Background: an optimization exercise with open tools, aiming at small area, a short achievable clock period and few clock cycles per item. Do not read the settings as production practice.
In this exercise RTL edits were held to simulation tests only and were not proved equivalent to the original.
Power and IR drop assume default switching activity.

// msr_codec
module msr_codec (
    input  wire       clk,
    input  wire       rst,
    input  wire       cmd_valid,
    output wire       cmd_ready,
    input  wire [1:0] cmd_op,       
    input  wire [1:0] cmd_track,    
    input  wire [7:0] cmd_len,      
    input  wire       in_valid,
    output wire       in_ready,
    input  wire [7:0] in_data,
    output wire       out_valid,
    input  wire       out_ready,
    output wire [7:0] out_data,
    output wire       rsp_valid,
    input  wire       rsp_ready,
    output wire [3:0] rsp_err,      
    output wire       rsp_flag,     
    output wire [7:0] rsp_index,    
    output wire [7:0] rsp_char,     
    output wire [7:0] lrc
);
clock: 10.0 ns
lec_check: 0
cap_margin: 20
core_margin: 2
core_utilization: 40
place_density: 0.6
slew_margin: 20
standard.sh (not shown) runs the stock make flow with config.mk's settings and CLKGATE_MAP_FILE= SYNTH_SCRIPT=/design/flow/synth_recipe.tcl, a recipe that flattens the netlist after the stock synthesis.
==> flow/flow/run.sh <==
#!/bin/bash
set -euo pipefail
bash standard.sh SETUP_SLACK_MARGIN=7 \
  "CTS_ARGS=-sink_clustering_enable -repair_clock_nets -sink_clustering_size 20 -sink_clustering_max_diameter 100 -dont_use_dummy_load" \
  finish > orfs_make.log 2>&1
The starting point went through all stages and came out clean.
Testbench counts at the start, summed over its fixed seeds: cycles 25,408, ops 192.
==> next run, changes <==
--- a/flow/config.mk
+++ b/flow/config.mk
@@ -8,5 +8,5 @@
 export CAP_MARGIN = 20
 export CORE_MARGIN = 2
-export CORE_UTILIZATION = 40
-export PLACE_DENSITY = 0.6
+export CORE_UTILIZATION = 65
+export PLACE_DENSITY = 0.75
 export SLEW_MARGIN = 20
After rerunning: The new run completed with no timing, DRC or antenna violations; worst hold slack gets better by 0.025 ns; final area went down by 1.9%; power went down by 0.51%; fmax went down by 0.96%; utilization went up by 27 points; wire length went up by 4.1%; clock skew went down by 0.039 ns; first-iteration DRC count went up by 20%; clock power went up by about 1%; setup slack gets worse by 0.031 ns.

---

msr_codec, a different RTL version from the one above (not shown whole).
For scale: ~1600 flip-flops, roughly 67 I/O pins, roughly 39000 um^2 of cells after synthesis.
// msr_codec
module msr_codec (
    input  wire       clk,
    input  wire       rst,
    input  wire       cmd_valid,
    output wire       cmd_ready,
    input  wire [1:0] cmd_op,       
    input  wire [1:0] cmd_track,    
    input  wire [7:0] cmd_len,      
    input  wire       in_valid,
    output wire       in_ready,
    input  wire [7:0] in_data,
    output wire       out_valid,
    input  wire       out_ready,
    output wire [7:0] out_data,
    output wire       rsp_valid,
    input  wire       rsp_ready,
    output wire [3:0] rsp_err,      
    output wire       rsp_flag,     
    output wire [7:0] rsp_index,    
    output wire [7:0] rsp_char,     
    output wire [7:0] lrc
);
Settings: LEC_CHECK=0, CAP_MARGIN=20, CORE_MARGIN=2, CORE_UTILIZATION=40, CTS_BUF_LIST=sky130_fd_sc_hd__clkbuf_8, PLACE_DENSITY=0.6, SLEW_MARGIN=20; clock period 10.0 ns.
==> flow/flow/run.sh <==
#!/bin/bash
set -euo pipefail
bash standard.sh SETUP_SLACK_MARGIN=6.5 finish > orfs_make.log 2>&1
Testbench counts at the start, summed over its fixed seeds: cycles 25,403, ops 192.
Then changed:
==> flow/flow/run.sh (replaced) <==
#!/bin/bash
set -euo pipefail
bash standard.sh SETUP_SLACK_MARGIN=7 finish > orfs_make.log 2>&1
CTS_BUF_LIST = not set   (was sky130_fd_sc_hd__clkbuf_8)
Result: Utilization rose by 1.7 points; global-route usage rose by 0.36 points; flip-flop and latch count stays the same; setup slack gets better by 180 ps.
Then changed:
==> flow/flow/run.sh (replaced) <==
#!/bin/bash
set -euo pipefail
bash standard.sh SETUP_SLACK_MARGIN=6.5 finish > orfs_make.log 2>&1
After rerunning: Sequential share of layout area came out higher by 1.7 points; clock skew fell by 23 ps; register-to-register slack is worse by 360 ps; utilization shrinks by 1.3 points; power rises slightly; sequential cell count does not change; cell area drops by a few percent; fmax went down by a few percent.

---

Another version of the RTL of msr_codec (not shown whole).
Size: roughly 2,400 cells after synthesis, about 1,600 flip-flops, roughly 67 I/O pins.
==> flow/config.mk <==
export PLATFORM = sky130hd
export DESIGN_NAME = msr_codec
export DESIGN_NICKNAME = msr_codec
export VERILOG_FILES = /design/flow/design.v
export SDC_FILE = /design/flow/constraint.sdc
export NUM_CORES = 4
export LEC_CHECK = 0
export CAP_MARGIN = 20
export CORE_MARGIN = 2
export CORE_UTILIZATION = 40
export PLACE_DENSITY = 0.6
export SLEW_MARGIN = 20
==> flow/constraint.sdc <==
create_clock -name core_clock -period 10.0 [get_ports {clk}]
set_input_delay 2.0000 -clock core_clock [delete_from_list [all_inputs] [get_ports {clk}]]
set_output_delay 2.0000 -clock core_clock [all_outputs]
set_load 0.01 [all_outputs]
==> flow/flow/run.sh <==
#!/bin/bash
set -euo pipefail
bash standard.sh SETUP_SLACK_MARGIN=7 \
  "CTS_ARGS=-sink_clustering_enable -repair_clock_nets -sink_clustering_size 25 -sink_clustering_max_diameter 100 -dont_use_dummy_load" \
  finish > orfs_make.log 2>&1
Testbench counts at the start, summed over its fixed seeds: cycles 25,408, ops 192.
==> next run, changes <==
==> flow/flow/run.sh (replaced) <==
#!/bin/bash
set -euo pipefail
bash standard.sh SETUP_SLACK_MARGIN=7 \
  "CTS_ARGS=-sink_clustering_enable -repair_clock_nets -sink_clustering_size 20 -sink_clustering_max_diameter 100 -dont_use_dummy_load" \
  finish > orfs_make.log 2>&1
The new run ran to the end with no violations.
Setup slack gets worse by 0.013 ns.
Cell area is about the same.
Sequential power is about the same.
Global-route usage is about the same.
Clock power is higher by about 10%.
Routed wire length stays flat.
Total power is higher by 2.5%.

==> port drivers added, routing unchanged <==
Ports are ideal in the flow. The routed layouts listed here were re-timed in OpenROAD. Step 1 (the two cells are an assumption about what drives the block):
set clk [get_ports {clk}]
set_driving_cell -lib_cell sky130_fd_sc_hd__clkbuf_16 $clk
set_driving_cell -lib_cell sky130_fd_sc_hd__buf_2 [delete_from_list [all_inputs] $clk]
Step 2 adds t to the input delays and takes it off the output delays; t is the mean of the earliest and latest rising clock arrival at the registers after step 1. Input paths then give back, and output paths get back, about the clock's delay inside the block. Slacks: ideal / step 1 / step 2; pairs: ideal / step 1.
run	t (ns)	setup slack, ns	worst hold slack (ns)	worst setup path after step 2	latest minus earliest clock arrival (ns)
the first run of note 1	0.680	6.797 / 6.738 / 6.225	0.258 / 0.258 / 0.258	input to register	0.093 / 0.093
the second run of note 1	0.691	6.766 / 6.701 / 6.163	0.283 / 0.283 / 0.283	input to register	0.055 / 0.055
the first run of note 2	0.910	6.432 / 6.371 / 5.644	0.283 / 0.283 / 0.283	input to register	0.071 / 0.071
the second run of note 2	0.772	6.608 / 6.640 / 5.869	0.288 / 0.288 / 0.288	input to register	0.047 / 0.047
the third run of note 2	0.764	6.515 / 6.532 / 5.777	0.313 / 0.313 / 0.313	input to register	0.028 / 0.028
the first run of note 3	0.688	6.807 / 6.742 / 6.181	0.290 / 0.290 / 0.290	input to register	0.055 / 0.055
the second run of note 3	0.688	6.795 / 6.731 / 6.230	0.295 / 0.295 / 0.295	input to register	0.077 / 0.076
After both steps setup and hold are still met in every run listed. The setup slack of the first run of note 2, which loses most, moves by -0.061 ns with the drivers and by -0.788 ns with both steps.
